Background: an optimization exercise with open tools, aiming at small area. Do not read the settings as production practice.
In this exercise RTL edits were held to simulation tests only and were not proved equivalent to the original.
Power and IR drop assume default switching activity.

===== design/flow/config.mk =====
export PLATFORM = sky130hd
export DESIGN_NAME = wr2_mfd
export DESIGN_NICKNAME = wr2_mfd
export VERILOG_FILES = /design/flow/design.v
export SDC_FILE = /design/flow/constraint.sdc
export NUM_CORES = 4
export LEC_CHECK = 0
export CAP_MARGIN = 20
export CORE_MARGIN = 2
export CORE_UTILIZATION = 40
export CTS_BUF_LIST = sky130_fd_sc_hd__clkbuf_4
export CTS_CLUSTER_DIAMETER = 50
export CTS_CLUSTER_SIZE = 8
export PLACE_DENSITY = 0.6
export SLEW_MARGIN = 20

===== design/flow/standard.sh =====
#!/bin/bash
# synth_recipe.tcl (not shown) runs the flow's synth.tcl, then flattens the netlist and writes it again
# the make line also repeats each setting of config.mk as NAME=value (left out here)
make -C /OpenROAD-flow-scripts/flow DESIGN_CONFIG=/design/flow/config.mk WORK_HOME=/design/flow/orfs CLKGATE_MAP_FILE= SYNTH_SCRIPT=/design/flow/synth_recipe.tcl "${@:-finish}"

===== design/flow/design.v =====
module wr2_mfd #(
    parameter [63:0] P_SHORT_DELAY_US   = 64'd250,
    parameter [63:0] P_LONG_DELAY_US    = 64'd500,
    parameter [7:0]  P_HEADER_THRESHOLD = 8'd8,
    parameter [7:0]  P_SHORT_SIG        = 8'h45,
    parameter [7:0]  P_LONG_SIG         = 8'hA1,
    parameter [7:0]  P_CHK_MASK_SEED    = 8'h64,
    parameter [7:0]  P_CHK_ACC_SEED     = 8'h5E,
    parameter [7:0]  P_CHK_TAP          = 8'h18,
    parameter [7:0]  P_HUM_MAX          = 8'd100,
    parameter [7:0]  P_CRC_SEED         = 8'hC0,
    parameter [7:0]  P_CRC_POLY_REFL    = 8'h8C
) (
    input  wire        clk,
    input  wire        rst,
    input  wire        rx,
    input  wire [63:0] now_us,
    input  wire        bus_req,
    input  wire        bus_we,
    input  wire [5:0]  bus_addr,
    input  wire [2:0]  bus_size,
    input  wire [31:0] bus_wdata,
    output reg  [31:0] bus_rdata,
    output wire        bus_err,
    output wire        done
);
    localparam [2:0] ST_IDLE = 3'd0, ST_SEARCH = 3'd1, ST_RECV = 3'd2,
                     ST_DECODE = 3'd3, ST_DONE = 3'd4;
    localparam [1:0] PH_LEVEL = 2'd0, PH_SHORT = 2'd1, PH_LONG = 2'd2;
    localparam [2:0] RK_NONE = 3'd0, RK_THERMO = 3'd1, RK_WEATHER = 3'd2,
                     RK_TIMEOUT = 3'd4, RK_MISUSE = 3'd5;
    localparam [3:0] OP_NOP = 4'h0, OP_START = 4'h1, OP_DECODE = 4'h2,
                     OP_SNAP = 4'h3, OP_REINIT = 4'h4;
    localparam [7:0] MASK_PRE = 8'h7F;
    reg [31:0] deadline_reg;
    reg        cfg_valid, acc_short, acc_long, pol;
    reg [31:0] dl_ms;
    reg [2:0]  state;
    reg [2:0]  res_kind;
    reg [1:0]  misuse_cause;
    reg        cmd_rej;
    reg [63:0] t_call;          
    reg        dl_past;         
    reg [31:0] cnt_h, cnt_s, cnt_l;
    reg [31:0] snap_h, snap_s, snap_l;
    reg        dl_set, sdl_set, snap_set;
    reg         exp_bit;
    reg [1:0]   ph;
    reg [41:0]  t_ref;       
    reg         ref_c;       
    reg         saw0;
    reg [6:0]   nbit;        
    reg [111:0] sr;          
    reg         target_long;
    reg [7:0]   chk;         
    reg [7:0]   mask;        
    wire busy = (state == ST_SEARCH) || (state == ST_RECV) || (state == ST_DECODE);
    assign done = (state == ST_DONE);
    wire legal   = (bus_size == 3'd4) && (bus_addr[1:0] == 2'b00);
    wire [3:0] reg_idx = bus_addr[5:2];
    assign bus_err = bus_req && !legal;
    wire host_wr = bus_req && bus_we && legal;
    wire cmd_wr  = host_wr && (reg_idx == 4'd0);
    wire dl_wr   = host_wr && (reg_idx == 4'd1);
    wire [3:0] op = bus_wdata[3:0];
    reg cmd_accept;
    always @(*) begin
        case (op)
            OP_NOP, OP_SNAP:                cmd_accept = 1'b1;
            OP_START, OP_DECODE, OP_REINIT: cmd_accept = !busy;
            default:                        cmd_accept = 1'b0;
        endcase
    end
    function [31:0] inc32;
        input [31:0] a;
        input        ci;
        integer k;
        reg c;
        begin
            c = ci;
            for (k = 0; k < 32; k = k + 1) begin
                inc32[k] = a[k] ^ c;
                c = a[k] & c;
            end
        end
    endfunction
    function [31:0] add32;
        input [31:0] a, b;
        integer k;
        reg c;
        begin
            c = 1'b0;
            for (k = 0; k < 32; k = k + 1) begin
                add32[k] = a[k] ^ b[k] ^ c;
                c = (a[k] & b[k]) | (c & (a[k] ^ b[k]));
            end
        end
    endfunction
    wire [7:0] raw1 = sr[47:40];
    wire [7:0] raw2 = sr[39:32];
    wire [7:0] raw3 = sr[31:24];
    wire [7:0] raw4 = sr[23:16];
    wire [7:0] raw5 = sr[15:8];
    wire [7:0] raw6 = sr[7:0];
    wire        is_short = (res_kind == RK_THERMO);
    wire        is_long  = (res_kind == RK_WEATHER);
    wire [11:0] temp_raw = {raw3[3:0], raw4};
    wire [15:0] temp_f10 = {4'd0, temp_raw} - 16'd400;
    wire [3:0]  channel  = {1'b0, raw3[6:4]} + 4'd1;
    wire [31:0] res_seq    = (is_short || is_long) ? add32(cnt_s, cnt_l) : 32'd0;
    wire [31:0] res_short0 = is_short ? {4'd0, temp_raw, raw2, raw3[7], 3'd0, channel} : 32'd0;
    wire [31:0] res_short1 = is_short ? {raw6, raw5, temp_f10} : 32'd0;
    wire [31:0] res_long0  = is_long ? {sr[87:80], sr[95:88], sr[103:96], sr[111:104]} : 32'd0;
    wire [31:0] res_long1  = is_long ? {sr[55:48], sr[63:56], sr[71:64], sr[79:72]} : 32'd0;
    wire [31:0] res_long2  = is_long ? {sr[23:16], sr[31:24], sr[39:32], sr[47:40]} : 32'd0;
    wire [31:0] res_long3  = is_long ? {16'd0, sr[7:0], sr[15:8]} : 32'd0;
    wire [31:0] status_word  = {16'd0, 2'd0, misuse_cause, 3'd0, cmd_rej, 1'b0, res_kind, busy, state};
    wire [31:0] session_word = {21'd0, pol, acc_long, acc_short, 7'd0, cfg_valid};
    always @(*) begin
        bus_rdata = 32'd0;
        if (bus_req && !bus_we && legal) begin
            case (reg_idx)
                4'd1:  bus_rdata = dl_set ? deadline_reg : 32'd0;
                4'd2:  bus_rdata = session_word;
                4'd3:  bus_rdata = sdl_set ? dl_ms : 32'd0;
                4'd4:  bus_rdata = status_word;
                4'd5:  bus_rdata = res_seq;
                4'd6:  bus_rdata = res_short0;
                4'd7:  bus_rdata = res_short1;
                4'd8:  bus_rdata = res_long0;
                4'd9:  bus_rdata = res_long1;
                4'd10: bus_rdata = res_long2;
                4'd11: bus_rdata = res_long3;
                4'd12: bus_rdata = snap_set ? snap_h : 32'd0;
                4'd13: bus_rdata = snap_set ? snap_s : 32'd0;
                4'd14: bus_rdata = snap_set ? snap_l : 32'd0;
                default: bus_rdata = 32'd0;
            endcase
        end
    end
    function [7:0] crc_table;
        input [7:0] idx;
        integer k;
        reg [7:0] c;
        begin
            c = idx;
            for (k = 0; k < 8; k = k + 1)
                c = c[0] ? ((c >> 1) ^ P_CRC_POLY_REFL) : (c >> 1);
            crc_table = c;
        end
    endfunction
    wire [7:0] mask_next = {mask[0], mask[7:1]} ^ (mask[0] ? P_CHK_TAP : 8'd0);
    function [42:0] add42;               
        input [41:0] a, b;
        integer k;
        reg c;
        begin
            c = 1'b0;
            for (k = 0; k < 42; k = k + 1) begin
                add42[k] = a[k] ^ b[k] ^ c;
                c = (a[k] & b[k]) | (c & (a[k] ^ b[k]));
            end
            add42[42] = c;
        end
    endfunction
    function ge42;                       
        input [41:0] a, b;
        integer k;
        reg c;
        begin
            c = 1'b1;
            for (k = 0; k < 42; k = k + 1)
                c = (a[k] & ~b[k]) | (c & ~(a[k] ^ b[k]));
            ge42 = c;
        end
    endfunction
    wire [41:0] d_a  = {dl_ms, 10'd0};
    wire [41:0] d_b  = {7'd0, dl_ms, 3'd0};
    wire [42:0] d_ab = add42(d_a, d_b);
    wire [41:0] d_c  = ~{5'd0, dl_ms, 5'd0};
    function [41:0] sub42;
        input [41:0] a, nb;
        integer k;
        reg c;
        begin
            c = 1'b1;
            for (k = 0; k < 42; k = k + 1) begin
                sub42[k] = a[k] ^ nb[k] ^ c;
                c = (a[k] & nb[k]) | (c & (a[k] ^ nb[k]));
            end
        end
    endfunction
    wire [41:0] dl_us = sub42(d_ab[41:0], d_c);
    wire [21:0] ch_a = now_us[63:42], ch_b = ~t_call[63:42];
    wire [21:0] ch_s = ch_a ^ ch_b;
    wire        ch_eq0 = &ch_s;                                  
    wire        ch_zh  = ~|(ch_s[21:2] ^ (ch_a[20:1] | ch_b[20:1]));
    wire        ch_eq1 = ch_zh & ~ch_s[0] & ~(ch_s[1] ^ (ch_a[0] | ch_b[0]));   
    wire        ch_eq2 = ch_zh &  ch_s[0] & ~(ch_s[1] ^ (ch_a[0] & ch_b[0]));   
    wire [32:0] rm_a = now_us[41:9], rm_b = ~t_ref[41:9];
    wire [32:0] rm_s = rm_a ^ rm_b;
    wire        rm_eq0 = &rm_s;
    wire        rm_eq1 = ~|(rm_s ^ {rm_a[31:0] | rm_b[31:0], 1'b0});
    wire        rm_wrap = ~|rm_a;
    wire        top_d0 = ref_c ? ch_eq1 : ch_eq0;
    wire        top_d1 = ref_c ? ch_eq2 : ch_eq1;
    wire        rh_eq0 = rm_eq0 & top_d0;                       
    wire        rh_eq1 = rm_eq1 & (rm_wrap ? top_d1 : top_d0);  
    wire [9:0]  rl_d = {rh_eq1, now_us[8:0]} - {1'b0, t_ref[8:0]};
    wire since_ref_250 = !(rh_eq0 || rh_eq1) || (rl_d >= 10'd250);
    wire since_ref_500 = !(rh_eq0 || rh_eq1) || (rl_d >= 10'd500);
    wire [42:0] dl_s  = add42(t_call[41:0], dl_us);
    wire        dl_ge = ge42(now_us[41:0], dl_s[41:0]);
    wire dl_expired = !sdl_set || dl_past ||
                      (ch_eq0 ? (!dl_s[42] && dl_ge) : ch_eq1 ? (!dl_s[42] || dl_ge) : 1'b1);
    wire ref_far = !ch_eq0 && !ch_eq1;
    wire exp_next = (rx == exp_bit) ? ~exp_bit : exp_bit;
    wire bit_val  = exp_next ^ pol;
    wire [7:0] byte_new = {sr[6:0], bit_val};
    wire do_reset = rst || (cmd_wr && cmd_accept && op == OP_REINIT);
    wire short_ok = acc_short && raw1 == P_SHORT_SIG && chk == raw6 && raw5 <= P_HUM_MAX;
    wire long_ok  = (chk == sr[7:0]);
    wire inc_h = (state == ST_RECV) && (ph == PH_LONG) && since_ref_500 && !saw0 &&
                 bit_val && (nbit == 7'd7);
    wire inc_s = (state == ST_DECODE) && !target_long && short_ok;
    wire inc_l = (state == ST_DECODE) && target_long && long_ok;
    always @(posedge clk) begin
        if (dl_wr)
            deadline_reg <= bus_wdata;
        if (cmd_wr && cmd_accept && op == OP_START)
            dl_ms <= deadline_reg;
        if (cmd_wr && op == OP_SNAP) begin
            snap_h <= cnt_h;
            snap_s <= cnt_s;
            snap_l <= cnt_l;
        end
    end
    always @(posedge clk) begin
        cnt_h <= do_reset ? 32'd0 : inc32(cnt_h, inc_h);
        cnt_s <= do_reset ? 32'd0 : inc32(cnt_s, inc_s);
        cnt_l <= do_reset ? 32'd0 : inc32(cnt_l, inc_l);
    end
    always @(posedge clk) begin
        if (do_reset) begin
            dl_set       <= 1'b0;
            sdl_set      <= 1'b0;
            snap_set     <= 1'b0;
            cfg_valid    <= 1'b0;
            acc_short    <= 1'b0;
            acc_long     <= 1'b0;
            pol          <= 1'b0;
            state        <= ST_IDLE;
            res_kind     <= RK_NONE;
            misuse_cause <= 2'd0;
            cmd_rej      <= 1'b0;
        end else begin
            if (dl_wr)
                dl_set <= 1'b1;
            if (cmd_wr) begin
                cmd_rej <= !cmd_accept;
                if (cmd_accept) begin
                    case (op)
                        OP_START: begin
                            cfg_valid <= 1'b1;
                            acc_short <= bus_wdata[8];
                            acc_long  <= bus_wdata[9];
                            pol       <= bus_wdata[10];
                            sdl_set   <= dl_set;
                        end
                        OP_DECODE: begin
                            if (!cfg_valid) begin
                                res_kind     <= RK_MISUSE;
                                misuse_cause <= 2'd1;
                                state        <= ST_DONE;
                            end else if (!acc_short && !acc_long) begin
                                res_kind     <= RK_MISUSE;
                                misuse_cause <= 2'd2;
                                state        <= ST_DONE;
                            end else begin
                                res_kind     <= RK_NONE;
                                misuse_cause <= 2'd0;
                                state        <= ST_SEARCH;
                            end
                        end
                        OP_SNAP: snap_set <= 1'b1;
                        default: ;
                    endcase
                end
            end
            case (state)
                ST_SEARCH: begin
                    if (dl_expired) begin
                        res_kind <= RK_TIMEOUT;
                        state    <= ST_DONE;
                    end else begin
                        state    <= ST_RECV;
                    end
                end
                ST_RECV: begin
                    if (ph == PH_SHORT) begin
                        if (since_ref_250 && rx != exp_bit)
                            state <= ST_SEARCH;
                    end else if (ph == PH_LONG) begin
                        if (since_ref_500) begin
                            if (!saw0) begin
                                if (!bit_val && !nbit[3]) begin
                                    state <= ST_SEARCH;
                                end
                            end else if (nbit[2:0] == 3'd7 &&
                                         nbit[6:3] == (target_long ? 4'd15 : 4'd6)) begin
                                state <= ST_DECODE;
                            end
                        end
                    end
                end
                ST_DECODE: begin
                    if (target_long) begin
                        if (long_ok) begin
                            res_kind <= RK_WEATHER;
                            state    <= ST_DONE;
                        end else begin
                            state <= ST_SEARCH;
                        end
                    end else begin
                        if (short_ok) begin
                            res_kind <= RK_THERMO;
                            state    <= ST_DONE;
                        end else begin
                            state <= ST_SEARCH;
                        end
                    end
                end
                default: ;
            endcase
        end
    end
    always @(posedge clk) begin
        if (cmd_wr && cmd_accept && op == OP_DECODE) begin
            t_call  <= now_us;
            dl_past <= 1'b0;
        end
        if (state == ST_SEARCH) begin
            exp_bit     <= ~pol;
            ph          <= PH_LEVEL;
            saw0        <= 1'b0;
            nbit        <= 7'd0;
            target_long <= 1'b0;
            chk         <= P_CHK_ACC_SEED;
            mask        <= MASK_PRE;
        end else if (state == ST_RECV) begin
            case (ph)
                PH_LEVEL: begin
                    if (rx == exp_bit) begin
                        t_ref <= now_us[41:0];
                        ref_c <= ch_eq1;
                        if (ref_far) begin
                            dl_past       <= 1'b1;
                            t_call[63:42] <= now_us[63:42];
                        end
                        ph    <= PH_SHORT;
                    end
                end
                PH_SHORT: begin
                    if (since_ref_250) begin
                        t_ref <= now_us[41:0];
                        ref_c <= ch_eq1;
                        if (ref_far) begin
                            dl_past       <= 1'b1;
                            t_call[63:42] <= now_us[63:42];
                        end
                        ph    <= PH_LONG;
                    end
                end
                PH_LONG: begin
                    if (since_ref_500) begin
                        exp_bit <= exp_next;
                        ph      <= PH_LEVEL;
                        if (!saw0) begin
                            if (bit_val) begin
                                if (!nbit[3])
                                    nbit <= nbit + 7'd1;
                            end else begin
                                saw0 <= 1'b1;
                                nbit <= 7'd0;
                            end
                        end else begin
                            nbit <= nbit + 7'd1;
                            if (nbit[6:2] != 5'b11111)
                                sr <= {sr[110:0], bit_val};
                            mask <= mask_next;
                            if (nbit == 7'd15 && acc_long && byte_new == P_LONG_SIG) begin
                                target_long <= 1'b1;
                                chk         <= P_CRC_SEED;
                            end else if (target_long) begin
                                if (nbit[2:0] == 3'd3 && nbit[6:3] >= 4'd2 && nbit[6:3] <= 4'd14)
                                    chk <= crc_table(chk ^ byte_new);
                            end else begin
                                if (bit_val && nbit[6:3] >= 4'd1 && nbit[6:3] <= 4'd5)
                                    chk <= chk ^ mask_next;
                            end
                        end
                    end
                end
                default: ph <= PH_LEVEL;
            endcase
        end
    end
endmodule

===== design/flow/constraint.sdc =====
create_clock -name core_clock -period 20.0 [get_ports {clk}]
set_input_delay 4.0000 -clock core_clock [delete_from_list [all_inputs] [get_ports {clk}]]
set_output_delay 4.0000 -clock core_clock [all_outputs]
set_load 0.01 [all_outputs]

===== design/flow/flow/run.sh =====
#!/bin/bash
set -uo pipefail
export BUFFER_PORTS_ARGS="-buffer_cell sky130_fd_sc_hd__buf_1"
export CTS_ARGS="-sink_clustering_enable -repair_clock_nets -buf_list sky130_fd_sc_hd__clkbuf_4 -sink_clustering_size 8 -sink_clustering_max_diameter 50 -dont_use_dummy_load"
bash standard.sh finish > standard_flow.log 2>&1

==> out/results.ini, run 1 <==
[yosys]
ys_seq_area_share_pct=51.7
post-synth-top-area-cell=edfxtp_1
synth_area_leaders=edfxtp_1 40%, dfxtp_1 12%, ha_1 10%
synth.most_common_cell=edfxtp_1
ys_top_cells_by_count=358 x edfxtp_1, 250 x inv_1, 217 x ha_1, 162 x dfxtp_1, 124 x fa_1
ys_types=86
ys.flop_type=edfxtp_1
ys_async_sr_fraction_pct=0
syn-instance-count=2120
synth_edf_count=358
synth-seq-cells=520
syn_area_um2=27000
syn_avg_cell_area_um2=12.8
syn_nets=2571
yosys_warnings=1
yosysTopAreaCellShare_pct=39.8

[sta]
worst_hold_slack_ns=0.378
fin_tns_setup_ns=0
worst_clock_skew_ns=0.116
tightest_slew_ns=1.19
rsz0062_at_grt=no
period_share_pct=90.4
max_freq_mhz=55.3
relSlewSlack_pct=18.5
setup_ws_ns=1.92
slew_viol_final=0
finalHoldViolations=0
setup_viol=0
layout_min_cycle_time_ns=18.08

[global_routing]
grt_pass1_wl_um=110000
gr-total-overflow=0
grt_use_total_pct=20.7
grt_max_degree=92
antenna_found_initial=10
first_global_vias=17900

[die]
die_width_um=264
core-area_um2=67000
die_area_um2=69700
io_pins=144
rows=95
initial_core_util_pct=40.3
die_y_um=264

[clock_tree]
clkLatencyLatePin_ns=0.86
holdBufCountCts=0
clk_transition_reported_paths_ns=0.10
numCtsBuffers=83
cts_max_path_buffers=3
cts_tree=yes
htree_levels=3
cts_sinks=520
root_buffer=clkbuf_4
cts_resized=0
cts_setup_buffers=0

[finish]
reg_top3=sr (112), t_call (64), t_ref (42)
layout.nets=2750
drive_above_1_share_pct=7.18
top_register=sr
n_fill_cell=6304
areaGrowthSynthToFinish_pct=8.29
largest_register_ff_count=112

[worst_setup_path]
cp.required_ns=20.71
cp_slowest_stage_delay_ns=0.51
worstSetupPathType=register to register
crit_path_frequent_cell=fa_1
arrival_ns=18.79
cp_num_buf_inv=3
crit_family=adder cells
start_kind=register
slowest_stage=fa_1
critPathMaxFanout=3
end_kind=register

[run_status]
status=finished clean

[run]
cap_viol_max_count=0

[drt]
wl_per_cell_um=22.8
dr.pass1.iters=6
drt-vias-per-instance=5.55
drtIter0Drc=1718
vias=17600
final_antenna_net_count=0
routed_wl_um=72200
drc=0

[placed_design]
dp_slack_ns=1.79
post-dp-hpwl_um=53700
gp_congestion=0.904
portBuffers=143

[min_path]
worstHoldPathType=register to register

[power]
p_leak_nw=11.1
switching_share_pct=23.9
power_density_nw_per_um2=62.0
power_w=0.00181
clockPowerShare_pct=30.4
seqPwrFrac_pct=63.4
combinationalPowerShare_pct=6.3
vdd_drop_max_mv=0.0476
p_sw_w=0.000434
power.internal_w=0.00138

==> stage by stage <==
stage	cell area [um^2]	util, %	instances
after floorplan	27000	-	2120
final	29300	43.7	3174
after global routing	29300	43.7	3171
after CTS	29200	43.6	3169
after detailed placement	28600	42.7	3086
after global placement	28600	42.7	3086
==> worst reg2reg max path: cells and delay by family (launching register included) <==
family / cells / cell delay, ns
AND/OR/NAND/NOR: 1 / 0.08
buffers and inverters: 3 / 0.24
adder cells (fa/ha/maj): 39 / 16.29
flip-flops: 1 / 0.40
AO/OA/AOI/OAI: 5 / 0.96
==> layout by cell type, fill, tap and decap left out, types with 23 or more instances in the layout <==
cell	Yosys	layout
a21oi_1	56	55
a222oi_1	70	70
a22oi_1	24	24
and2_1	96	96
buf_1	0	143
buf_4	2	24
clkbuf_4	0	83
dfxtp_1	162	162
edfxtp_1	358	358
fa_1	124	124
ha_1	217	217
inv_1	250	250
mux2i_1	25	25
nand2_1	66	66
nand3_1	23	23
nand4_1	24	24
nor2_1	102	96
nor4_1	24	23
o21ai_0	28	28
xnor2_1	70	70
xor2_1	47	47
==> power groups by stage <==
stage | Clock [W] | Combinational (W) | Sequential, W
after floorplan | 0 | 0.0000737 | 0.00117
after global placement | 0 | 0.000112 | 0.00117
after detailed placement | 0 | 0.000114 | 0.00117
after CTS | 0.000573 | 0.000114 | 0.00115
after global routing | 0.000609 | 0.000126 | 0.00115
final | 0.000551 | 0.000113 | 0.00115
==> path summary, 6_finish.rpt <==
path	to	from	slack, ns	depth (start not counted)
max	res_kind[1]$_SDFF_PP0_	dl_ms[2]$_DFFE_PP_	1.92	48
min	dl_ms[22]$_DFFE_PP_	deadline_reg[22]$_DFFE_PP_	0.38	0
max reg2reg	res_kind[1]$_SDFF_PP0_	dl_ms[2]$_DFFE_PP_	1.92	48
min reg2reg	dl_ms[22]$_DFFE_PP_	deadline_reg[22]$_DFFE_PP_	0.38	0
==> layer usage <==
| layer | GRT usage (%) | wire (um) |
|---|---|---|
| met1 | 28.0 | 31200 |
| met2 | 33.7 | 33800 |
| met3 | 4.22 | 5550 |
| met4 | 5.70 | 1650 |
| met5 | 0 | 32 |
==> cell type report <==
cell class	instances	area, um^2	area share [%]
Timing Repair Buffer	168	744	2.54
Antenna cell	4	10.0	0.0342
Sequential cell	520	14000	47.8
Inverter	251	942	3.22
Tap cell	873	1090	3.73
Multi-Input combinational cell	1275	11900	40.6
Clock buffer	83	623	2.13
==> cells by family (layout without fill, tap and decap cells) <==
kind of cell    count (synthesis)  after routing  synth area share (%)
compound gates                344            344                  9.98
xor+xnor                      117            117                  3.79
fa+ha+maj                     341            341                  19.2
buf+inv                       325            502                  4.66
flops                         520            520                  51.7
mux                            45             45                  2.02
other cells                     0              4                     0
simple gates                  428            428                  8.57
==> inputs of run 2 (changes only) <==
--- a/design/flow/config.mk
+++ b/design/flow/config.mk
@@ -7,9 +7,9 @@
 export LEC_CHECK = 0
 export CAP_MARGIN = 20
 export CORE_MARGIN = 2
-export CORE_UTILIZATION = 40
+export CORE_UTILIZATION = 60
 export CTS_BUF_LIST = sky130_fd_sc_hd__clkbuf_4
 export CTS_CLUSTER_DIAMETER = 50
 export CTS_CLUSTER_SIZE = 8
-export PLACE_DENSITY = 0.6
+export PLACE_DENSITY = 0.75
 export SLEW_MARGIN = 20
==> out/results.ini, run 2 <==
[finish]
stdcell_count=2888
layout_common_cells=358 x edfxtp_1, 250 x inv_1, 217 x ha_1
largest_register_ff_count=112
top_register=sr
layout.nets=2742
design_area_um2=28900
drive_above_1_share_pct=6.90
areaGrowthSynthToFinish_pct=6.72
reg_top3=sr (112), t_call (64), t_ref (42)
final_common_cell=edfxtp_1

[yosys]
syn-instance-count=2120
ys.flop_type=edfxtp_1
synth-seq-cells=520
synth_area_leaders=edfxtp_1 40%, dfxtp_1 12%, ha_1 10%
ys_seq_area_share_pct=51.7
syn_area_um2=27000
syn_nets=2571
yosys_warnings=1
synth.most_common_cell=edfxtp_1
ys_top_cells_by_count=358 x edfxtp_1, 250 x inv_1, 217 x ha_1, 162 x dfxtp_1, 124 x fa_1
post-synth-top-area-cell=edfxtp_1
yosysTopAreaCellShare_pct=39.8
syn_avg_cell_area_um2=12.8
ys_types=86
synth_edf_count=358
ys_async_sr_fraction_pct=0

[power]
vdd_drop_max_mv=0.0509
switching_share_pct=23.5
clockPowerShare_pct=29.3
p_leak_nw=11.0
seqPwrFrac_pct=64.4
p_sw_w=0.000420
power_density_nw_per_um2=61.9
power_w=0.00179
combinationalPowerShare_pct=6.3
power.internal_w=0.00137

[worst_setup_path]
crit_start=dl_ms[2]$_DFFE_PP_
crit_path_frequent_cell=fa_1
critPathMaxFanout=3
reg2regPathDepth=48
r2r_start=dl_ms[2]$_DFFE_PP_
arrival_ns=18.81
r2r_setup_slack_ns=1.95
worstSetupEndpoint=res_kind[1]$_SDFF_PP0_
regToRegEndpoint=res_kind[1]$_SDFF_PP0_
start_kind=register
cp_slowest_stage_delay_ns=0.51
end_kind=register
cp.required_ns=20.77
worstSetupPathType=register to register
slowest_stage=fa_1

[placed_design]
post-dp-hpwl_um=48900
placed_cells=2805
dp_slack_ns=1.79
placed_cell_area_um2=28300
gp_congestion=0.940
portBuffers=143

[die]
die_y_um=216
initial_core_util_pct=61.0
die_area_um2=46800
io_pins=144
rows=77
die_width_um=216
core-area_um2=44300

[sta]
setup_ws_ns=1.95
relSlewSlack_pct=24.7
slew_viol_final=0
worst_clock_skew_ns=0.0919
finalHoldViolations=0
layout_min_cycle_time_ns=18.05
tightest_slew_ns=1.10
rsz0062_at_grt=no
max_freq_mhz=55.4
setup_viol=0
period_share_pct=90.2
fin_tns_setup_ns=0

[drt]
drc=0
final_antenna_net_count=0
wl_met1_um=26000
vias=17800
routed_wl_um=66200
dr.pass1.iters=7
wl_per_cell_um=22.9
met2_length_um=32000
drtIter0Drc=2165
top_layer=met5
wl_met3_um=5690
drt-vias-per-instance=6.15

[clock_tree]
cts_resized=0
numCtsBuffers=76
root_buffer=clkbuf_4
cts_tree=yes
cts_max_path_buffers=3
clkLatencyLatePin_ns=0.86
htree_levels=3
cts_sinks=520
holdBufCountCts=0
cts_setup_buffers=0
clk_transition_reported_paths_ns=0.10

[global_routing]
first_global_vias=18100
gr-total-overflow=0
antenna_found_initial=6
grt_pass1_wl_um=103000
grt_use_total_pct=28.9
grt_max_degree=96

[min_path]
worstHoldPathType=register to register
holdPathStages=0

[run_status]
status=finished clean

[run]
cap_viol_max_count=0

## run 2: cell counts after synthesis
Identical to the previous run, type by type.
## run 2: worst min path at each step
stage | startpoint | end | slack, ns
2_1_floorplan | cnt_h[0]$_SDFF_PP0_ | snap_h[0]$_DFFE_PP_ | 0.41
3_3_place_gp | cnt_h[7]$_SDFF_PP0_ | snap_h[7]$_DFFE_PP_ | 0.42
3_5_place_dp | cnt_h[16]$_SDFF_PP0_ | snap_h[16]$_DFFE_PP_ | 0.42
6_report | sr[68]$_DFFE_PP_ | sr[69]$_DFFE_PP_ | 0.42
4_1_cts | sr[68]$_DFFE_PP_ | sr[69]$_DFFE_PP_ | 0.41
5_1_grt | sr[68]$_DFFE_PP_ | sr[69]$_DFFE_PP_ | 0.43
## run 2: kinds of logic after synthesis
family	count (synthesis)	synth area share, %
adders and majority gates	341	19.2
AOI/OAI and AO/OA	344	9.98
xor gates and xnor gates	117	3.79
DFF	520	51.7
and+or+nand+nor	428	8.57
muxes	45	2.02
buffers and inverters	325	4.66
## run 2: final cells by class
type	instances	area, um^2
Sequential cell	520	14000
Inverter	251	942
Tap cell	592	741
Multi-Input combinational cell	1275	11900
Timing Repair Buffer	167	717
Fill cell	3450	15500
Antenna cell	7	17.5
Clock buffer	76	571
## run 2: power groups by stage
stage	combinational (W)	clock, W	sequential (W)
2_1_floorplan	0.0000737	0	0.00117
3_3_place_gp	0.000108	0	0.00117
3_5_place_dp	0.000111	0	0.00117
4_1_cts	0.000112	0.000538	0.00115
5_1_grt	0.000125	0.000579	0.00115
6_report	0.000113	0.000523	0.00115
## run 2: worst max-delay path, delay by kind of cell, from the launching register on
family	cells	cell delay (ns)
compound gates	5	0.93
flops	1	0.41
fa+ha+maj	39	16.29
simple gates	1	0.09
buf+inv	3	0.26
## run 2: metrics by stage
stage / hold WS [ns] / util [%]
after detailed placement: 0.422 / 63.8
after global routing: 0.433 / 65.1
final: 0.417 / 65.1
after global placement: 0.417 / 63.8
after CTS: 0.411 / 65.1
after floorplan: 0.415 / -
## run 2: routing by layer
metal	global-route usage, %	up-vias
met2	47.7	840
li1	-	8047
met5	0	-
met3	6.25	164
met1	37.5	8712
met4	11.2	4
==> inputs of run 3 (changes only) <==
==> design/flow/config.mk (replaced) <==
export PLATFORM = sky130hd
export DESIGN_NAME = wr2_mfd
export DESIGN_NICKNAME = wr2_mfd
export VERILOG_FILES = /design/flow/design.v
export SDC_FILE = /design/flow/constraint.sdc
export NUM_CORES = 4
export LEC_CHECK = 0
export CAP_MARGIN = 5
export CORE_MARGIN = 2
export CORE_UTILIZATION = 60
export CTS_BUF_LIST = sky130_fd_sc_hd__clkbuf_4
export CTS_CLUSTER_DIAMETER = 50
export CTS_CLUSTER_SIZE = 8
export PLACE_DENSITY = 0.75
export SLEW_MARGIN = 5
==> out/results.ini, run 3 <==
[run_status]
status=finished clean

[clock_tree]
numCtsBuffers=76
clk_transition_reported_paths_ns=0.10
htree_levels=3
root_buffer=clkbuf_4
cts_tree=yes
cts_resized=0
clkLatencyLatePin_ns=0.87
cts_setup_buffers=0
cts_sinks=520
cts_max_path_buffers=3
holdBufCountCts=0

[worst_setup_path]
start_kind=register
arrival_ns=18.81
critPathMaxFanout=3
r2r_start=dl_ms[2]$_DFFE_PP_
worstSetupPathType=register to register
crit_path_frequent_cell=fa_1
slowest_stage=fa_1
cp_slowest_stage_delay_ns=0.51
end_kind=register
regToRegEndpoint=res_kind[1]$_SDFF_PP0_
r2r_setup_slack_ns=1.96
reg2regPathDepth=48
cp.required_ns=20.76

[yosys]
ys_seq_area_share_pct=51.7
syn_avg_cell_area_um2=12.8
synth_edf_count=358
ys_top_cells_by_count=358 x edfxtp_1, 250 x inv_1, 217 x ha_1, 162 x dfxtp_1, 124 x fa_1
syn-instance-count=2120
ys_types=86
ys_async_sr_fraction_pct=0
synth-seq-cells=520
ys.flop_type=edfxtp_1
syn_nets=2571
yosysTopAreaCellShare_pct=39.8
synth.most_common_cell=edfxtp_1
syn_area_um2=27000
post-synth-top-area-cell=edfxtp_1
yosys_warnings=1
synth_area_leaders=edfxtp_1 40%, dfxtp_1 12%, ha_1 10%

[placed_design]
portBuffers=143
gp_congestion=0.940
placed_cells=2805
post-dp-hpwl_um=48900
dp_slack_ns=1.79

[finish]
top_register=sr
final_util_pct=65.1
areaGrowthSynthToFinish_pct=6.68
reg_top3=sr (112), t_call (64), t_ref (42)
largest_register_ff_count=112
final_common_cell=edfxtp_1
drive_above_1_share_pct=6.86
stdcell_count=2888
layout.nets=2742
layout_common_cells=358 x edfxtp_1, 250 x inv_1, 217 x ha_1

[die]
rows=77
die_width_um=216
initial_core_util_pct=61.0
die_y_um=216
io_pins=144
die_area_um2=46800
core-area_um2=44300

[sta]
setup_viol=0
worst_clock_skew_ns=0.0910
setup_ws_ns=1.96
worst_hold_slack_ns=0.421
period_share_pct=90.2
tightest_slew_ns=1.30
rsz0062_at_grt=no
fin_tns_setup_ns=0
max_freq_mhz=55.4
layout_min_cycle_time_ns=18.04
finalHoldViolations=0
relSlewSlack_pct=13.0
slew_viol_final=0

[power]
p_leak_nw=11.0
vdd_drop_max_mv=0.0509
power_density_nw_per_um2=61.9

[global_routing]
gr-total-overflow=0
grt_max_degree=96
antenna_found_initial=6
first_global_vias=18100
grt_use_total_pct=28.9
grt_pass1_wl_um=103000

[run]
cap_viol_max_count=0

[drt]
final_antenna_net_count=0
drc=0
routed_wl_um=66100
wl_per_cell_um=22.9
drt-vias-per-instance=6.16
vias=17800
dr.pass1.iters=9
drtIter0Drc=2157

[min_path]
whs_endpoint=sr[69]$_DFFE_PP_
min_from=sr[68]$_DFFE_PP_
worstHoldPathType=register to register
holdPathStages=0

[run 3: per-layer routing]
metal | share of wire [%] | track usage [%] | wire length, um | vias up
li1 | - | - | - | 8048
met1 | 39 | 37.5 | 26100 | 8741
met2 | 48 | 47.7 | 32000 | 830
met3 | 8.4 | 6.25 | 5540 | 155
met4 | 3.7 | 11.2 | 2440 | 4
met5 | 0.029 | 0 | 19 | -
[run 3: cells by family (layout without fill, tap and decap cells)]
| group | Yosys count | after routing | synth area share (%) |
|---|---|---|---|
| flops | 520 | 520 | 51.7 |
| simple gates | 428 | 428 | 8.57 |
| compound gates | 344 | 344 | 9.98 |
| fa+ha+maj | 341 | 341 | 19.2 |
| buf+inv | 325 | 494 | 4.66 |
| xor+xnor | 117 | 117 | 3.79 |
| mux | 45 | 45 | 2.02 |
| other cells | 0 | 7 | 0 |
[run 3: final cells by class]
| class | count | area (um^2) |
|---|---|---|
| Tap cell | 592 | 741 |
| Multi-Input combinational cell | 1275 | 11900 |
| Inverter | 251 | 942 |
| Antenna cell | 7 | 17.5 |
| Sequential cell | 520 | 14000 |
| Timing Repair Buffer | 167 | 717 |
| Fill cell | 3451 | 15500 |
| Clock buffer | 76 | 571 |
[run 3: report_power, final]
| group | internal (W) | switching, W | total [W] |
|---|---|---|---|
| Sequential | 0.00114 | 0.00000580 | 0.00115 |
| Combinational | 0.0000467 | 0.0000661 | 0.000113 |
| Clock | 0.000175 | 0.000347 | 0.000522 |
[run 3: worst max-delay path, delay by kind of cell, from the launching register on]
kind / cells / cell delay [ns]
AOI/OAI and AO/OA: 5 / 0.94
adders and majority gates: 39 / 16.28
buffers and inverters: 3 / 0.26
DFF: 1 / 0.41
and+or+nand+nor: 1 / 0.08
[run 3: worst max path at each step]
stage | from | cells past startpoint | end | slack, ns
2_1_floorplan | dl_ms[2]$_DFFE_PP_ | 48 | res_kind[1]$_SDFF_PP0_ | 2.59
3_3_place_gp | dl_ms[2]$_DFFE_PP_ | 48 | res_kind[1]$_SDFF_PP0_ | 2.02
3_5_place_dp | dl_ms[2]$_DFFE_PP_ | 48 | res_kind[1]$_SDFF_PP0_ | 1.79
4_1_cts | dl_ms[2]$_DFFE_PP_ | 48 | res_kind[1]$_SDFF_PP0_ | 1.77
5_1_grt | dl_ms[2]$_DFFE_PP_ | 48 | res_kind[1]$_SDFF_PP0_ | 1.26
6_report | dl_ms[2]$_DFFE_PP_ | 48 | res_kind[1]$_SDFF_PP0_ | 1.96
[run 3: stage by stage]
step                total power (W)  cell area [um^2]
floorplan                   0.00125             27000
global placement            0.00128             28300
detailed placement          0.00129             28300
CTS                         0.00180             28800
global route                0.00185             28800
finish                      0.00178             28800
==> inputs of run 4 (changes only) <==
==> design/flow/flow/run.sh (replaced) <==
#!/bin/bash
set -uo pipefail
here=$(pwd)
mkdir -p "$here/scripts_abc"
for f in "$FLOW_HOME"/scripts/*; do ln -sf "$f" "$here/scripts_abc/"; done
rm -f "$here/scripts_abc/abc_speed.script"
cp "$here/flow/abc_map.script" "$here/scripts_abc/abc_speed.script"
export BUFFER_PORTS_ARGS="-buffer_cell sky130_fd_sc_hd__buf_1"
export CTS_ARGS="-sink_clustering_enable -repair_clock_nets -buf_list sky130_fd_sc_hd__clkbuf_4 -sink_clustering_size 8 -sink_clustering_max_diameter 50 -dont_use_dummy_load"
bash standard.sh SCRIPTS_DIR="$here/scripts_abc" finish > standard_flow.log 2>&1
==> design/flow/flow/abc_map.script (new file) <==
&get -n
&st
&dch
&nf
&st
&syn2
&dch
&nf
&st
&dch
&nf
&put
buffer -c
topo
stime -c
upsize -c
dnsize -c
--- a/design/flow/config.mk
+++ b/design/flow/config.mk
@@ -5,11 +5,11 @@
 export SDC_FILE = /design/flow/constraint.sdc
 export NUM_CORES = 4
 export LEC_CHECK = 0
-export CAP_MARGIN = 5
+export CAP_MARGIN = 20
 export CORE_MARGIN = 2
 export CORE_UTILIZATION = 60
 export CTS_BUF_LIST = sky130_fd_sc_hd__clkbuf_4
 export CTS_CLUSTER_DIAMETER = 50
 export CTS_CLUSTER_SIZE = 8
 export PLACE_DENSITY = 0.75
-export SLEW_MARGIN = 5
+export SLEW_MARGIN = 20
==> out/results.ini, run 4 <==
[sta]
slew_viol_final=0
tightest_slew_ns=1.05
relSlewSlack_pct=30.0
worst_clock_skew_ns=0.128
period_share_pct=89.8
rsz0062_at_grt=no
layout_min_cycle_time_ns=17.96
max_freq_mhz=55.7
setup_viol=0
fin_tns_setup_ns=0
finalHoldViolations=0

[run]
cap_viol_max_count=0

[clock_tree]
cts_setup_buffers=0
clk_transition_reported_paths_ns=0.11
cts_sinks=520
root_buffer=clkbuf_4
htree_levels=3
cts_max_path_buffers=3
cts_tree=yes
holdBufCountCts=0
numCtsBuffers=80
cts_resized=0
clkLatencyLatePin_ns=0.92

[yosys]
ys.flop_type=edfxtp_1
synth_edf_count=358
post-synth-top-area-cell=edfxtp_1
ys_top_cells_by_count=358 x edfxtp_1, 260 x inv_1, 217 x ha_1, 162 x dfxtp_1, 155 x nor2_1
yosys_warnings=1
synth_area_leaders=edfxtp_1 39%, dfxtp_1 12%, ha_1 10%
ys_async_sr_fraction_pct=0
yosysTopAreaCellShare_pct=39.4
syn-instance-count=2286
synth.most_common_cell=edfxtp_1
synth-seq-cells=520
syn_area_um2=27300
syn_nets=2737
ys_seq_area_share_pct=51.3
syn_avg_cell_area_um2=11.9
ys_types=66

[finish]
drive_above_1_share_pct=5.69
n_fill_cell=3515
layout_common_cells=358 x edfxtp_1, 260 x inv_1, 217 x ha_1
reg_top3=sr (112), t_call (64), t_ref (42)
seq_area_um2=14000
multi_input_area_um2=12100
areaGrowthSynthToFinish_pct=7.14
top_register=sr
largest_register_ff_count=112
layout.nets=2913
final_common_cell=edfxtp_1

[drt]
drt-vias-per-instance=6.20
final_antenna_net_count=0
drc=0
vias=19000
dr.pass1.iters=10
drtIter0Drc=2268
wl_per_cell_um=23.1
routed_wl_um=70900

[min_path]
holdPathStages=0
worstHoldPathType=register to register
min_from=sr[103]$_DFFE_PP_
whs_endpoint=sr[104]$_DFFE_PP_

[global_routing]
antenna_found_initial=2
grt_max_degree=94
first_global_vias=18900
gr-total-overflow=0
grt_pass1_wl_um=109000
grt_use_total_pct=30.6

[power]
vdd_drop_max_mv=0.0658
p_leak_nw=11.4
power_density_nw_per_um2=63.7
power_w=0.00186

[die]
io_pins=144
rows=78
core-area_um2=45100
die_area_um2=47100
die_width_um=217
initial_core_util_pct=60.4
die_y_um=217

[worst_setup_path]
arrival_ns=18.71
regToRegEndpoint=res_kind[2]$_SDFF_PP0_
crit_path_frequent_cell=fa_1
r2r_start=dl_ms[2]$_DFFE_PP_
slowest_stage=fa_1
cp.required_ns=20.75
crit_family=adder cells
r2r_setup_slack_ns=2.04
worstSetupPathType=register to register
start_kind=register
cp_slowest_stage_delay_ns=0.52
cp_num_buf_inv=4
critPathMaxFanout=3
end_kind=register
reg2regPathDepth=47

[run_status]
status=finished clean

[placed_design]
portBuffers=143
post-dp-hpwl_um=52400
gp_congestion=0.948

run 4: changes by cell type after synthesis, moves of 23 or more:
| cell | before | now |
|---|---|---|
| o21ai_0 | 28 | 78 |
| a21oi_1 | 56 | 95 |
| nand2_1 | 66 | 89 |
| nor2_1 | 102 | 155 |
| a21o_1 | 14 | 45 |
| a22oi_1 | 24 | 52 |
run 4: worst max path at each step:
stage	start	end	cells past startpoint
3_3_place_gp	dl_ms[2]$_DFFE_PP_	res_kind[2]$_SDFF_PP0_	47
6_report	dl_ms[2]$_DFFE_PP_	res_kind[2]$_SDFF_PP0_	47
2_1_floorplan	dl_ms[2]$_DFFE_PP_	res_kind[2]$_SDFF_PP0_	47
3_5_place_dp	dl_ms[2]$_DFFE_PP_	res_kind[2]$_SDFF_PP0_	47
4_1_cts	dl_ms[2]$_DFFE_PP_	res_kind[2]$_SDFF_PP0_	47
5_1_grt	dl_ms[2]$_DFFE_PP_	res_kind[2]$_SDFF_PP0_	47
run 4: layout make-up:
cell class	count	share of cell area (%)
clock buffer	80	2.06
timing repair buffer	175	2.67
sequential	520	47.9
inverter	260	3.34
tap	600	2.57
antenna	6	0.0514
multi-input combinational	1425	41.4
run 4: layer usage:
metal  vias to the layer above  track usage [%]  part of all wire, %
met5                         -                0                    0
met1                      9176             40.9                   40
li1                       8629                -                    -
met2                      1006             48.8                   47
met3                       208             6.68                  9.0
met4                         0             12.2                  4.3
run 4: report_power, final:
part | leakage (nW) | switching (W) | internal [W]
combinational | 6.42 | 0.0000912 | 0.0000634
sequential | 4.57 | 0.0000146 | 0.00115
clock | 0.368 | 0.000357 | 0.000183
total | 11.4 | 0.000463 | 0.00140
run 4: logic make-up (layout without fill, tap and decap cells):
| family | Yosys count | in the layout | synth area share (%) |
|---|---|---|---|
| multiplexers | 24 | 24 | 0.886 |
| other | 0 | 6 | 0 |
| XOR/XNOR | 81 | 81 | 2.60 |
| adder cells (fa/ha/maj) | 341 | 341 | 19.1 |
| flip-flops | 520 | 520 | 51.3 |
| AO/OA/AOI/OAI | 478 | 478 | 12.2 |
| buffers and inverters | 341 | 515 | 4.70 |
| AND/OR/NAND/NOR | 501 | 501 | 9.23 |
run 4: per-stage QoR:
step	cells	utilization [%]	hold WS (ns)	area [um^2]	setup WS (ns)
detailed placement	2979	63.4	0.423	28600	1.88
global placement	2979	63.4	0.416	28600	2.05
CTS	3059	64.7	0.413	29200	1.87
floorplan	2286	-	0.415	27300	2.61
finish	3066	64.8	0.388	29200	2.04
global route	3065	64.8	0.427	29200	1.31
==> inputs of run 5 (changes only) <==
==> design/flow/flow/abc_map.script (replaced) <==
&get -n
&st
&syn2
&dch
&nf
&st
&syn2
&dch
&nf
&st
&syn2
&dch
&nf
&st
&dch
&nf
&put
==> out/results.ini, run 5 <==
[run_status]
status=finished clean

[sta]
finalHoldViolations=0
period_share_pct=91.0
worst_clock_skew_ns=0.0956
setup_ws_ns=1.81
fin_tns_setup_ns=0
max_freq_mhz=55.0
rsz0062_at_grt=no
tightest_slew_ns=0.987
slew_viol_final=0
setup_viol=0
layout_min_cycle_time_ns=18.19
relSlewSlack_pct=33.6

[die]
rows=76
die_width_um=214
die_y_um=214
initial_core_util_pct=61.0
die_area_um2=45700
io_pins=144
core-area_um2=43300

[yosys]
ys_async_sr_fraction_pct=0
syn_avg_cell_area_um2=12.6
ys.flop_type=edfxtp_1
ys_top_cells_by_count=358 x edfxtp_1, 255 x clkinv_1, 217 x ha_1, 162 x dfxtp_1, 125 x nor2_1
post-synth-top-area-cell=edfxtp_1
synth_edf_count=358
ys_types=56
synth-seq-cells=520
synth_area_leaders=edfxtp_1 41%, dfxtp_1 12%, ha_1 10%
syn-instance-count=2101
yosysTopAreaCellShare_pct=40.7
yosys_warnings=1
synth.most_common_cell=edfxtp_1
ys_seq_area_share_pct=53.0
syn_area_um2=26400
syn_nets=2552

[power]
p_leak_nw=10.2
power_density_nw_per_um2=61.6
vdd_drop_max_mv=0.0481

[clock_tree]
clkLatencyLatePin_ns=0.84
numCtsBuffers=79
cts_tree=yes
clk_transition_reported_paths_ns=0.10
cts_setup_buffers=0
cts_sinks=520
cts_resized=0
cts_max_path_buffers=3
htree_levels=3
root_buffer=clkbuf_4
holdBufCountCts=0

[placed_design]
portBuffers=143
post-dp-hpwl_um=51400
gp_congestion=0.947
dp_slack_ns=1.58

[finish]
layout.nets=2802
layout_common_cells=358 x edfxtp_1, 254 x clkinv_1, 217 x ha_1
final_common_cell=edfxtp_1
areaGrowthSynthToFinish_pct=8.20
drive_above_1_share_pct=5.24
top_register=sr
largest_register_ff_count=112
reg_top3=sr (112), t_call (64), t_ref (42)

[global_routing]
gr-total-overflow=0
grt_max_degree=95
first_global_vias=18200
grt_use_total_pct=31.5
grt_pass1_wl_um=106000
antenna_found_initial=5

[worst_setup_path]
slowest_stage=fa_1
cp_slowest_stage_delay_ns=0.54
end_kind=register
start_kind=register
r2r_start=dl_ms[0]$_DFFE_PP_
critPathMaxFanout=4
crit_path_frequent_cell=fa_1
arrival_ns=18.91
cp.required_ns=20.72
worstSetupPathType=register to register
crit_start=dl_ms[0]$_DFFE_PP_
reg2regPathDepth=47

[drt]
drt-vias-per-instance=6.24
drc=0
vias=18300
drtIter0Drc=2369
routed_wl_um=70400
wl_per_cell_um=24.0
dr.pass1.iters=9
final_antenna_net_count=0

[run]
cap_viol_max_count=0

[min_path]
min_from=cnt_s[4]$_SDFF_PP0_
holdPathStages=0
worstHoldPathType=register to register

-- run 5: changes by cell type after synthesis, sizes merged, moves of 18 or more --
cell    previous run  this run
clkinv             0       255
nor2             155       125
nor3              32        14
clkbuf            78         0
inv              260         0
a21oi             96        75
nand3             16        34
nand2             89        71
a211oi            29        10
-- run 5: through the flow --
step	std cells	util, %	area, um^2	hold WS [ns]	total power, W
after floorplan	2101	-	26400	0.415	0.00121
after global placement	2855	64.6	27900	0.417	0.00125
after detailed placement	2855	64.6	27900	0.425	0.00125
after CTS	2934	65.9	28500	0.438	0.00177
after global routing	2938	66.0	28500	0.446	0.00182
final	2940	66.0	28600	0.425	0.00176
-- run 5: layout make-up --
cell class              count  area (um^2)
clock buffers              79          593
flip-flops and latches    520        14000
multi-input cells        1326        11500
inverters                 255          957
diodes                      6         15.0
fillers                  3281        14700
repair buffers            169          732
well taps                 585          732
-- run 5: path summary, 6_finish.rpt --
| path | end | slack (ns) |
|---|---|---|
| max | state[2]$_SDFF_PP0_ | 1.81 |
| min | snap_s[4]$_DFFE_PP_ | 0.43 |
| max reg2reg | state[2]$_SDFF_PP0_ | 1.81 |
| min reg2reg | snap_s[4]$_DFFE_PP_ | 0.43 |
-- run 5: report_power, final --
group | switching [W] | internal (W) | total, W
clock | 0.000352 | 0.000181 | 0.000534
sequential | 0.00000203 | 0.00114 | 0.00114
combinational | 0.0000519 | 0.0000298 | 0.0000817
-- run 5: per-layer routing --
layer  global-route usage, %  share of wire (%)
met3                    5.92                9.6
met2                    49.8                 46
met4                    14.7                4.3
met5                       0                  0
met1                    42.6                 40
-- run 5: kinds of logic (layout without fill, tap and decap cells) --
logic type	Yosys count	in the layout	share of synthesized area [%]
compound gates	444	444	12.0
buf+inv	255	503	3.63
xor+xnor	71	71	2.36
fa+ha+maj	341	341	19.7
other cells	0	6	0
simple gates	462	462	9.03
flops	520	520	53.0
mux	8	8	0.308
-- run 5: worst max-delay path: cells and delay by family, from the launching register on --
family	cells	cell delay [ns]
fa+ha+maj	40	16.42
compound gates	3	0.89
flops	1	0.47
buf+inv	3	0.22
simple gates	1	0.12
==> inputs of run 6 (changes only) <==
==> design/flow/flow/abc_map.script (replaced) <==
&get -n
&st
&syn2
&dch
&nf
&st
&syn2
&dch
&nf
&st
&syn2
&dch
&nf
&st
&syn2
&dch
&nf
&st
&syn2
&dch
&nf
&st
&dch
&nf
&put
==> out/results.ini, run 6 <==
[worst_setup_path]
arrival_ns=18.92
critPathMaxFanout=3
cp_num_buf_inv=3
cp.required_ns=20.66
crit_path_frequent_cell=fa_1
slowest_stage=fa_1
r2r_setup_slack_ns=1.74
crit_family=adder cells
reg2regPathDepth=46
regToRegEndpoint=state[1]$_SDFF_PP0_
start_kind=register
cp_slowest_stage_delay_ns=0.52
end_kind=register
worstSetupPathType=register to register
r2r_start=dl_ms[2]$_DFFE_PP_

[yosys]
synth.most_common_cell=edfxtp_1
syn_nets=2533
yosys_warnings=1
post-synth-top-area-cell=edfxtp_1
syn_avg_cell_area_um2=12.6
ys_top_cells_by_count=358 x edfxtp_1, 260 x clkinv_1, 217 x ha_1, 162 x dfxtp_1, 124 x fa_1
ys_async_sr_fraction_pct=0
syn-instance-count=2082
syn_area_um2=26200
synth-seq-cells=520
ys_types=56
synth_edf_count=358
yosysTopAreaCellShare_pct=41.0
synth_area_leaders=edfxtp_1 41%, dfxtp_1 12%, ha_1 10%
ys.flop_type=edfxtp_1
ys_seq_area_share_pct=53.3

[drt]
dr.pass1.iters=8
routed_wl_um=69700
drtIter0Drc=2180
vias=18300
wl_per_cell_um=23.9
drt-vias-per-instance=6.26
final_antenna_net_count=0
drc=0

[finish]
final_common_cell=edfxtp_1
areaGrowthSynthToFinish_pct=8.15
n_fill_cell=3348
layout_common_cells=358 x edfxtp_1, 259 x clkinv_1, 217 x ha_1
largest_register_ff_count=112
layout.nets=2780
top_register=sr
drive_above_1_share_pct=5.20
seq_area_um2=14000
reg_top3=sr (112), t_call (64), t_ref (42)
design_area_um2=28400
multi_input_area_um2=11400

[power]
p_leak_nw=10.2
vdd_drop_max_mv=0.0513
power_density_nw_per_um2=61.9
power_w=0.00176

[clock_tree]
htree_levels=3
cts_resized=0
holdBufCountCts=0
cts_sinks=520
clkLatencyLatePin_ns=0.85
root_buffer=clkbuf_4
clk_transition_reported_paths_ns=0.12
cts_tree=yes
numCtsBuffers=79
cts_max_path_buffers=3
cts_setup_buffers=0

[sta]
period_share_pct=91.3
layout_min_cycle_time_ns=18.26
rsz0062_at_grt=no
fin_tns_setup_ns=0
max_freq_mhz=54.8
relSlewSlack_pct=28.8
finalHoldViolations=0
slew_viol_final=0
tightest_slew_ns=1.05
setup_viol=0
worst_clock_skew_ns=0.116
worst_hold_slack_ns=0.395

[run_status]
status=finished clean

[die]
initial_core_util_pct=60.8
die_width_um=213
die_y_um=213
rows=76
core-area_um2=43200
die_area_um2=45400
io_pins=144

[global_routing]
grt_max_degree=102
antenna_found_initial=5
grt_pass1_wl_um=106000
grt_use_total_pct=31.6
first_global_vias=18100
gr-total-overflow=0

[placed_design]
post-dp-hpwl_um=51000
portBuffers=143
placed_cell_area_um2=27800
gp_congestion=0.933

[run]
cap_viol_max_count=0

[min_path]
worstHoldPathType=register to register
whs_endpoint=snap_h[13]$_DFFE_PP_
holdPathStages=0
min_from=cnt_h[13]$_SDFF_PP0_

[run 6: cell types whose count changed after synthesis, sizes merged, moves of 6 or more]
cell / change
nor3: +6
o22ai: +6
nor2: -9
o21ai: +8
nand3: -9
[run 6: worst max path at each step]
stage	start	end	slack, ns	depth (start not counted)
2_1_floorplan	dl_ms[2]$_DFFE_PP_	state[2]$_SDFF_PP0_	2.61	46
3_3_place_gp	dl_ms[2]$_DFFE_PP_	state[2]$_SDFF_PP0_	1.87	46
3_5_place_dp	dl_ms[2]$_DFFE_PP_	res_kind[0]$_SDFF_PP0_	1.68	46
4_1_cts	dl_ms[2]$_DFFE_PP_	state[1]$_SDFF_PP0_	1.61	46
5_1_grt	dl_ms[2]$_DFFE_PP_	state[1]$_SDFF_PP0_	1.05	46
6_report	dl_ms[2]$_DFFE_PP_	state[1]$_SDFF_PP0_	1.74	46
[run 6: final cells by class]
class,count,share of cell area [%]
inverter,260,3.44
clock buffer,79,2.09
timing repair buffer,166,2.50
antenna,3,0.0264
tap,585,2.58
sequential,520,49.3
multi-input combinational,1302,40.1
[run 6: per-layer routing]
layer  global-route usage (%)  up-vias  part of all wire, %
met5                        0        -                0.052
met3                     7.15      149                  9.3
met2                     50.5      906                   47
met4                     12.7        6                  3.3
met1                     42.1     9003                   40
li1                         -     8197                    -
[run 6: power breakdown]
group,internal [W],switching [W]
sequential,0.00114,0.00000228
combinational,0.0000301,0.0000500
clock,0.000181,0.000352
[run 6: kinds of logic after synthesis]
kind of cell    after synthesis  synth area share [%]
compound gates              440                  11.9
fa+ha+maj                   341                  19.8
buf+inv                     260                  3.72
xor+xnor                     72                  2.40
mux                           3                 0.114
flops                       520                  53.3
simple gates                446                  8.78
[run 6: per-stage QoR]
step | worst slack [ns] | cells | utilization [%]
2_1_floorplan | 2.61 | 2082 | -
3_3_place_gp | 1.87 | 2833 | 64.3
3_5_place_dp | 1.68 | 2833 | 64.3
4_1_cts | 1.61 | 2912 | 65.7
5_1_grt | 1.05 | 2915 | 65.8
6_report | 1.74 | 2915 | 65.8
==> inputs of run 7 (changes only) <==
==> design/flow/flow/run.sh (replaced) <==
#!/bin/bash
set -uo pipefail
here=$(pwd)
mkdir -p "$here/scripts_abc"
for f in "$FLOW_HOME"/scripts/*; do ln -sf "$f" "$here/scripts_abc/"; done
rm -f "$here/scripts_abc/abc_speed.script"
cp "$here/flow/abc_map.script" "$here/scripts_abc/abc_speed.script"
export BUFFER_PORTS_ARGS="-buffer_cell sky130_fd_sc_hd__buf_1"
export CTS_ARGS="-sink_clustering_enable -repair_clock_nets -buf_list sky130_fd_sc_hd__clkbuf_4 -sink_clustering_size 7 -sink_clustering_max_diameter 45 -dont_use_dummy_load"
bash standard.sh SCRIPTS_DIR="$here/scripts_abc" finish > standard_flow.log 2>&1
--- a/design/flow/config.mk
+++ b/design/flow/config.mk
@@ -9,7 +9,7 @@
 export CORE_MARGIN = 2
 export CORE_UTILIZATION = 60
 export CTS_BUF_LIST = sky130_fd_sc_hd__clkbuf_4
-export CTS_CLUSTER_DIAMETER = 50
-export CTS_CLUSTER_SIZE = 8
+export CTS_CLUSTER_DIAMETER = 45
+export CTS_CLUSTER_SIZE = 7
 export PLACE_DENSITY = 0.75
 export SLEW_MARGIN = 20
==> out/results.ini, run 7 <==
[clock_tree]
numCtsBuffers=89
cts_sinks=520
cts_tree=yes
clk_transition_reported_paths_ns=0.08
htree_levels=3
cts_setup_buffers=0
clkLatencyLatePin_ns=0.89
cts_resized=0
root_buffer=clkbuf_4
holdBufCountCts=0
cts_max_path_buffers=3

[yosys]
yosys_warnings=1
yosysTopAreaCellShare_pct=41.0
ys_top_cells_by_count=358 x edfxtp_1, 260 x clkinv_1, 217 x ha_1, 162 x dfxtp_1, 124 x fa_1
post-synth-top-area-cell=edfxtp_1
syn_area_um2=26200
synth-seq-cells=520
synth_edf_count=358
syn-instance-count=2082
synth_area_leaders=edfxtp_1 41%, dfxtp_1 12%, ha_1 10%
ys_seq_area_share_pct=53.3
ys_async_sr_fraction_pct=0
synth.most_common_cell=edfxtp_1
ys.flop_type=edfxtp_1
ys_types=56
syn_nets=2533
syn_avg_cell_area_um2=12.6

[die]
rows=76
die_y_um=213
core-area_um2=43200
io_pins=144
die_width_um=213
initial_core_util_pct=60.8
die_area_um2=45400

[sta]
fin_tns_setup_ns=0
worst_clock_skew_ns=0.117
setup_viol=0
tightest_slew_ns=1.01
max_freq_mhz=55.2
period_share_pct=90.6
rsz0062_at_grt=no
finalHoldViolations=0
layout_min_cycle_time_ns=18.12
relSlewSlack_pct=32.5
slew_viol_final=0

[finish]
top_register=sr
final_common_cell=edfxtp_1
largest_register_ff_count=112
layout_common_cells=358 x edfxtp_1, 259 x clkinv_1, 217 x ha_1
areaGrowthSynthToFinish_pct=8.44
seq_area_um2=14000
drive_above_1_share_pct=5.61
multi_input_area_um2=11400
n_fill_cell=3346
layout.nets=2790
reg_top3=sr (112), t_call (64), t_ref (42)

[global_routing]
first_global_vias=18200
gr-total-overflow=0
antenna_found_initial=4
grt_use_total_pct=31.6
grt_pass1_wl_um=106000
grt_max_degree=102

[placed_design]
gp_congestion=0.933
portBuffers=143
post-dp-hpwl_um=51000

[worst_setup_path]
cp.required_ns=20.75
critPathMaxFanout=4
start_kind=register
worstSetupPathType=register to register
r2r_start=dl_ms[0]$_DFFE_PP_
reg2regPathDepth=47
arrival_ns=18.87
crit_path_frequent_cell=fa_1
cp_slowest_stage_delay_ns=0.52
regToRegEndpoint=state[1]$_SDFF_PP0_
r2r_setup_slack_ns=1.88
slowest_stage=fa_1
end_kind=register

[min_path]
holdPathStages=0
worstHoldPathType=register to register
min_from=cnt_h[25]$_SDFF_PP0_
whs_endpoint=snap_h[25]$_DFFE_PP_

[power]
combinationalPowerShare_pct=4.5
power_w=0.00178
vdd_drop_max_mv=0.0487
switching_share_pct=23.0
p_sw_w=0.000409
power.internal_w=0.00137
power_density_nw_per_um2=62.6
clockPowerShare_pct=31.4
seqPwrFrac_pct=64.1
p_leak_nw=10.3

[drt]
vias=18300
drt-vias-per-instance=6.25
final_antenna_net_count=0
wl_per_cell_um=23.8
drtIter0Drc=2221
drc=0
routed_wl_um=69700
dr.pass1.iters=7

[run]
cap_viol_max_count=0

[run_status]
status=finished clean

-- run 7: critical path, delay by kind of cell, from the launching register on --
kind            cells  cell delay, ns
simple gates        1            0.16
flops               1            0.46
compound gates      3            0.84
buf+inv             3            0.19
fa+ha+maj          40           16.34
-- run 7: metal layers --
metal	global-route usage (%)	part of all wire, %	vias up
met3	7.96	9.5	180
li1	-	-	8231
met4	13.1	3.9	4
met1	41.6	40	8984
met5	0	0.029	-
met2	50.3	47	887
-- run 7: through the flow --
| stage | cells | setup slack, ns | util [%] | cell area [um^2] | hold slack (ns) |
|---|---|---|---|---|---|
| finish | 2925 | 1.88 | 65.9 | 28500 | 0.396 |
| global route | 2925 | 1.18 | 65.9 | 28500 | 0.410 |
| CTS | 2922 | 1.70 | 65.9 | 28400 | 0.395 |
| detailed placement | 2833 | 1.68 | 64.3 | 27800 | 0.422 |
| global placement | 2833 | 1.87 | 64.3 | 27800 | 0.417 |
| floorplan | 2082 | 2.61 | - | 26200 | 0.415 |
-- run 7: power groups by stage --
stage	Clock, W	Sequential, W	Combinational, W
floorplan	0	0.00117	0.0000437
global placement	0	0.00117	0.0000774
detailed placement	0	0.00117	0.0000788
global route	0.000616	0.00114	0.0000887
finish	0.000560	0.00114	0.0000800
CTS	0.000573	0.00114	0.0000795
-- run 7: layout make-up --
| class | instances | share of cell area [%] |
|---|---|---|
| Inverter | 260 | 3.43 |
| Tap cell | 585 | 2.57 |
| Timing Repair Buffer | 166 | 2.49 |
| Multi-Input combinational cell | 1302 | 40.0 |
| Clock buffer | 89 | 2.35 |
| Sequential cell | 520 | 49.2 |
| Antenna cell | 3 | 0.0264 |
-- run 7: kinds of logic (layout without fill, tap and decap cells) --
family	count (synthesis)	count (layout)	share of synthesized area, %
mux	3	3	0.114
other cells	0	3	0
simple gates	446	446	8.78
xor+xnor	72	72	2.40
fa+ha+maj	341	341	19.8
compound gates	440	440	11.9
flops	520	520	53.3
buf+inv	260	515	3.72
-- run 7: how the worst max path moves through the flow --
stage,start,end,slack [ns],depth (start not counted)
finish,dl_ms[0]$_DFFE_PP_,state[1]$_SDFF_PP0_,1.88,47
CTS,dl_ms[0]$_DFFE_PP_,state[1]$_SDFF_PP0_,1.70,47
global placement,dl_ms[2]$_DFFE_PP_,state[2]$_SDFF_PP0_,1.87,46
floorplan,dl_ms[2]$_DFFE_PP_,state[2]$_SDFF_PP0_,2.61,46
global route,dl_ms[0]$_DFFE_PP_,state[1]$_SDFF_PP0_,1.18,47
detailed placement,dl_ms[2]$_DFFE_PP_,res_kind[0]$_SDFF_PP0_,1.68,46

re-timing with driven ports:
In the flow no input, the clock included, has a driving cell. The finished layouts below were timed again as built, in two steps. Step 1, drivers: a clkbuf_16 drives clk and a buf_2 each remaining input, both assumed. Step 2, shift: input delay + t, output delay - t, t = (earliest + latest rising clock arrival at the registers) / 2. This alone moves slack from input paths to output paths. Three values: no drivers, after step 1, after step 2; two values: the first two.
run | t, ns | setup WS [ns] | hold WS [ns] | clock arrival spread, ns | cell pins on the clock port's net
run 1 | 0.853 | 1.921 / 1.921 / 1.921 | 0.378 / 0.378 / 0.378 | 0.135 / 0.135 | 1
run 2 | 0.871 | 1.952 / 1.952 / 1.952 | 0.417 / 0.417 / 0.417 | 0.092 / 0.092 | 1
run 3 | 0.873 | 1.958 / 1.958 / 1.958 | 0.421 / 0.421 / 0.421 | 0.091 / 0.091 | 1
run 4 | 0.898 | 2.037 / 2.037 / 2.037 | 0.388 / 0.388 / 0.388 | 0.151 / 0.151 | 1
run 5 | 0.852 | 1.810 / 1.810 / 1.810 | 0.425 / 0.425 / 0.425 | 0.096 / 0.095 | 1
run 6 | 0.850 | 1.745 / 1.745 / 1.745 | 0.395 / 0.395 / 0.395 | 0.116 / 0.116 | 1
run 7 | 0.884 | 1.881 / 1.877 / 1.881 | 0.396 / 0.396 / 0.396 | 0.117 / 0.117 | 1
After both steps setup and hold are still met in every run listed.
